This is an optimization exercise on Yosys and OpenROAD, whose aim is small area, a short achievable clock period and few clock cycles, not a production implementation. At most, simulation tests tie the RTL to the original design; equivalence was not proved.

Setup of run a:
==> flow/design.v <==
module bbt_feistel (
    input  wire         clk,
    input  wire         rst,
    input  wire         cmd_valid,
    output wire         cmd_ready,
    input  wire [2:0]   cmd_op,
    input  wire [31:0]  cmd_arg,
    input  wire [31:0]  cmd_a,
    input  wire [31:0]  cmd_b,
    input  wire [127:0] cmd_fkey,
    output reg          done,
    output reg          err,
    output wire [31:0]  out_a,
    output wire [31:0]  out_b,
    output reg          emit,
    output reg  [12:0]  kr_raddr,
    input  wire [31:0]  kr_rdata,
    output reg          kr_we,
    output wire [12:0]  kr_waddr,
    output reg  [31:0]  kr_wdata
);
    localparam OP_KEY_COPY   = 3'd0;
    localparam OP_KEY_XOR    = 3'd1;
    localparam OP_DESCRAMBLE = 3'd2;
    localparam OP_BLOCK_ENC  = 3'd3;
    localparam OP_BLOCK_DEC  = 3'd4;
    localparam OP_SFUNC      = 3'd5;
    localparam OP_STREAM_BEG = 3'd6;
    localparam OP_STREAM_PR  = 3'd7;
    reg         s_wait;          
    reg         s_acc;           
    reg         s_chk;           
    reg         s_rnd;           
    reg         s_fin;           
    reg         s_pro1;          
    reg         s_xor;           
    reg [2:0]   op;
    reg         copied, ready, active;
    reg [9:0]   k1h;             
    reg [10:0]  k2h;             
    reg [28:0]  pairs_left;
    reg [1:0]   pidx;
    reg [2:0]   cyc;             
    reg [3:0]   r;               
    reg [11:0]  cnt;             
    reg         in_k2;           
    reg [31:0]  x, y, acc, w;
    assign cmd_ready = s_acc;
    assign out_a = y;
    assign out_b = x;
    wire fwd  = (op == OP_DESCRAMBLE) || (op == OP_BLOCK_ENC);
    wire desc = (op == OP_DESCRAMBLE);
    wire sf   = (op == OP_SFUNC);
    wire kx   = (op == OP_KEY_XOR);
    wire [31:0] sum  = acc + kr_rdata;
    wire [31:0] xnew = y ^ sum;
    wire [31:0] yrd  = y ^ kr_rdata;
    function [12:0] tab(input [1:0] t, input [7:0] v);
        tab = {1'b1, 2'b00, t, v};
    endfunction
    function [12:0] key(input f, input [4:0] n);
        key = {8'd0, f ? n : 5'd17 - n};
    endfunction
    wire len_ok = !x[0] && x[15:0] >= 16'd18 && x[15:0] <= 16'd1024 &&
                  !x[16] && x[31:16] >= 16'd1024 && x[31:16] <= 16'd4096;
    wire cmd_bad = (op == OP_KEY_COPY)   ? !len_ok :
                   (op == OP_STREAM_BEG) ? (!ready || x[2:0] != 3'd0) :
                   (op == OP_STREAM_PR)  ? !active : !copied;
    wire chk_end = cmd_bad || (op == OP_KEY_COPY) || (op == OP_STREAM_BEG);
    wire first_k1  = !in_k2 && (cnt == 12'd0);      
    wire k1_end    = !in_k2 && (cnt[11:1] == {1'b0, k1h});
    wire desc_end  = in_k2 && (cnt[11:1] == k2h);
    wire c4        = s_rnd && (cyc == 3'd4);
    wire rnd_last  = c4 && (sf || r == 4'd15);
    wire swap      = c4 || s_chk || (s_pro1 && !desc_end);
    wire [11:0] cnt1     = cnt + 12'd1;
    wire        xor_last = (cnt[10:0] == {k1h, 1'b1});
    assign kr_waddr = {in_k2, cnt[11:1], cnt[0] | s_fin};
    always @(posedge clk) begin
        if (rst) begin
            s_wait <= 1'b1;
            s_acc  <= 1'b0;
            s_chk  <= 1'b0;
            s_rnd  <= 1'b0;
            s_fin  <= 1'b0;
            s_pro1 <= 1'b0;
            s_xor  <= 1'b0;
            copied <= 1'b0;
            ready  <= 1'b0;
            active <= 1'b0;
            done   <= 1'b0;
            kr_we  <= 1'b0;
        end else begin
            done  <= 1'b0;
            kr_we <= 1'b0;
            if (s_wait && cmd_valid) begin
                s_wait <= 1'b0;
                s_acc  <= 1'b1;
            end
            if (s_acc) begin
                s_acc <= 1'b0;
                if (sf && copied) begin
                    s_rnd <= 1'b1;
                end else if (kx && copied) begin
                    ready  <= 1'b0;
                    active <= 1'b0;
                    s_xor  <= 1'b1;
                end else begin
                    s_chk <= 1'b1;
                end
            end
            if (s_chk) begin
                s_chk <= 1'b0;
                if (chk_end) begin
                    done   <= 1'b1;
                    s_wait <= 1'b1;
                end else begin
                    s_rnd <= 1'b1;
                end
                if (!cmd_bad) begin
                    case (op)
                    OP_KEY_COPY: begin
                        copied <= 1'b1;
                        ready  <= 1'b0;
                        active <= 1'b0;
                    end
                    OP_DESCRAMBLE: active <= 1'b0;
                    OP_STREAM_BEG: active <= (x[31:3] != 29'd0);
                    default: ;
                    endcase
                end
            end
            if (rnd_last) begin
                s_rnd <= 1'b0;
                s_fin <= 1'b1;
                kr_we <= desc;
            end
            if (s_fin) begin
                s_fin <= 1'b0;
                if (desc) begin
                    s_pro1 <= 1'b1;
                    kr_we  <= 1'b1;
                end else begin
                    done   <= 1'b1;
                    s_wait <= 1'b1;
                    if (op == OP_STREAM_PR) active <= (pairs_left != 29'd1);
                end
            end
            if (s_pro1) begin
                s_pro1 <= 1'b0;
                if (desc_end) begin
                    ready  <= 1'b1;
                    done   <= 1'b1;
                    s_wait <= 1'b1;
                end else begin
                    s_rnd <= 1'b1;
                end
            end
            if (s_xor) begin
                if (xor_last) begin
                    done   <= 1'b1;
                    s_xor  <= 1'b0;
                    s_wait <= 1'b1;
                end else begin
                    kr_we <= !cnt1[11];
                end
            end
        end
    end
    always @(posedge clk) begin
        w <= s_acc ? cmd_fkey[95:64] : y;
        if (s_wait) op <= cmd_op;
        if (s_acc)
            x <= kx ? cmd_fkey[31:0] :
                 (sf || op == OP_KEY_COPY || op == OP_STREAM_BEG) ? cmd_arg :
                 desc ? 32'd0 : cmd_b;
        else if (swap)
            x <= (s_pro1 && first_k1) ? 32'd0 : xnew;    
        else if (s_xor)
            x <= acc;
        if (s_acc)
            y <= kx ? cmd_fkey[127:96] : (sf || desc) ? 32'd0 : cmd_a;
        else if (s_rnd && cyc == 3'd0)
            y <= sf ? 32'd0 : yrd;
        else if (s_fin)
            y <= sf ? x : yrd;
        else if (swap || s_xor)
            y <= x;
        if (s_acc)
            acc <= kx ? cmd_fkey[63:32] : 32'd0;
        else if (c4)
            acc <= 32'd0;
        else if (s_rnd && (cyc == 3'd1 || cyc == 3'd2))
            acc <= acc ^ kr_rdata;
        else if (s_rnd && cyc == 3'd3)
            acc <= sum;
        else if (s_xor)
            acc <= w;
        if (c4)
            kr_wdata <= xnew;
        else if (s_fin || s_xor)
            kr_wdata <= yrd;
        if (s_wait)
            kr_raddr <= key(cmd_op == OP_DESCRAMBLE || cmd_op == OP_BLOCK_ENC, 5'd0);
        else if (s_acc)
            kr_raddr <= kx ? 13'd0 : sf ? tab(2'd2, cmd_arg[15:8]) : key(fwd, 5'd1);
        else if (swap && !(c4 && r == 4'd15))
            kr_raddr <= tab(2'd2, (s_pro1 && first_k1) ? 8'd0 : xnew[15:8]);
        else if (c4)
            kr_raddr <= key(fwd, 5'd0);
        else if (s_rnd) begin
            case (cyc)
            3'd0: kr_raddr <= tab(2'd1, x[23:16]);
            3'd1: kr_raddr <= tab(2'd3, x[7:0]);
            3'd2: kr_raddr <= tab(2'd0, x[31:24]);
            default: kr_raddr <= key(fwd, {1'b0, r} + 5'd2);
            endcase
        end else if (s_fin)
            kr_raddr <= key(fwd, 5'd1);
        else if (s_xor)
            kr_raddr <= {3'd0, cnt[9:0] + 10'd3};
        if (!s_rnd) begin
            cyc <= 3'd0;
            r   <= 4'd0;
        end else begin
            cyc <= (cyc == 3'd4) ? 3'd0 : cyc + 3'd1;
            if (cyc == 3'd4) r <= r + 4'd1;
        end
        if (s_acc) begin
            cnt   <= kx ? 12'hffe : 12'd0;
            in_k2 <= 1'b0;
        end else if (s_xor) begin
            cnt <= cnt1;
        end else if (s_pro1) begin
            if (k1_end) begin
                in_k2 <= 1'b1;
                cnt   <= 12'd0;
            end else begin
                cnt <= cnt + 12'd2;
            end
        end
        if (s_acc)
            err <= 1'b0;
        if (s_chk) begin
            err <= cmd_bad;
            if (op == OP_KEY_COPY && !cmd_bad) begin
                k1h <= x[10:1] - 10'd1;
                k2h <= x[27:17] - 11'd1;
            end
            if (op == OP_STREAM_BEG && !cmd_bad) begin
                pairs_left <= x[31:3];
                pidx       <= 2'd0;
            end
        end
        if (s_fin && op == OP_STREAM_PR) begin
            emit       <= pidx[1];
            pidx       <= pidx[1] ? pidx : pidx + 2'd1;
            pairs_left <= pairs_left - 29'd1;
        end
    end
endmodule
clock: 8.0 ns
lec_check: 0
cap_margin: 20
core_margin: 2
core_utilization: 40
setup_slack_margin: 4
slew_margin: 20
standard.sh (not shown) runs the stock make flow with config.mk's settings and CLKGATE_MAP_FILE= SYNTH_SCRIPT=/design/flow/synth_recipe.tcl, a recipe that flattens the netlist after the stock synthesis.
==> flow/flow/run.sh <==
#!/bin/bash
# Standard ORFS layout, with the port buffers made of the smallest buffer
# cell instead of the one buffer_ports picks by default.
set -euo pipefail
export BUFFER_PORTS_ARGS="-buffer_cell sky130_fd_sc_hd__buf_1"
bash standard.sh > standard.log 2>&1
diff inputs: run a => run b
diff --git a/flow/design.v b/flow/design.v
--- a/flow/design.v
+++ b/flow/design.v
@@ -185,22 +185,19 @@
         else if (s_fin)
             y <= sf ? x : yrd;
         else if (swap || s_xor)
             y <= x;
-        if (s_acc)
-            acc <= kx ? cmd_fkey[63:32] : 32'd0;
-        else if (c4)
-            acc <= 32'd0;
+        if (s_acc && kx)
+            acc <= cmd_fkey[63:32];
         else if (s_rnd && (cyc == 3'd1 || cyc == 3'd2))
             acc <= acc ^ kr_rdata;
         else if (s_rnd && cyc == 3'd3)
             acc <= sum;
         else if (s_xor)
             acc <= w;
-        if (c4)
-            kr_wdata <= xnew;
-        else if (s_fin || s_xor)
-            kr_wdata <= yrd;
+        else
+            acc <= 32'd0;
+        kr_wdata <= (s_fin || s_xor) ? yrd : xnew;
         if (s_wait)
             kr_raddr <= key(cmd_op == OP_DESCRAMBLE || cmd_op == OP_BLOCK_ENC, 5'd0);
         else if (s_acc)
             kr_raddr <= kx ? 13'd0 : sf ? tab(2'd2, cmd_arg[15:8]) : key(fwd, 5'd1);
==> results.txt <==
Delta (run b minus run a): final standard cell utilization of the core shows an increase of 0.35 points; met1 routed wirelength after detailed routing shows a reduction of about 2.3%; share of synthesized area occupied by flip-flops and latches shows a reduction of 2.4 points.
Taking run a as the reference, in run b fraction of the mapped netlist area in simple logic gates increased by 1.9 points relative to the old numbers; number of antenna violations at the first check in global routing increased by 3 relative to the old numbers; global-route usage increased by 0.33 points relative to the old numbers; part of the cycle the worst path needs increased by 0.19 points relative to the old numbers.
Going from run a to run b, total half-perimeter wirelength after legalization and detailed placement grows by 1.3%.
Testbench counts of run b, summed over its fixed seeds: cycles 420,510.
Only the layout flow was run in run a; the RTL was not checked for function there.

==> afterwards: timing with drivers on the ports <==
The flow's constraints put no driver on any port. The routed layouts listed below were extracted and timed again, unchanged, in two steps. Step 1, drivers: a clkbuf_16 drives clk and a buf_2 each remaining input, both assumed. Step 2 moves the port delays by t, midway between the first and last clock arrival at a register: inputs arrive t later, outputs are due t later. That takes back most of the time a late clock gives input paths. Three values: ideal ports, drivers, drivers and shift; two values: the first two.
run | t (ns) | setup WS [ns] | latest minus earliest clock arrival (ns) | slew at the worst register clock pin (ns) | cell pins on the clock port's net
run a | 0.591 | 4.064 / 4.091 / 3.500 | 0.023 / 0.023 | 0.06 / 0.06 | 1
run b | 0.627 | 4.048 / 4.076 / 3.449 | 0.021 / 0.021 | 0.07 / 0.07 | 1
After both steps setup and hold are still met in every run listed. The setup slack of run b, which loses most, moves by +0.028 ns with the drivers and by -0.599 ns with both steps.
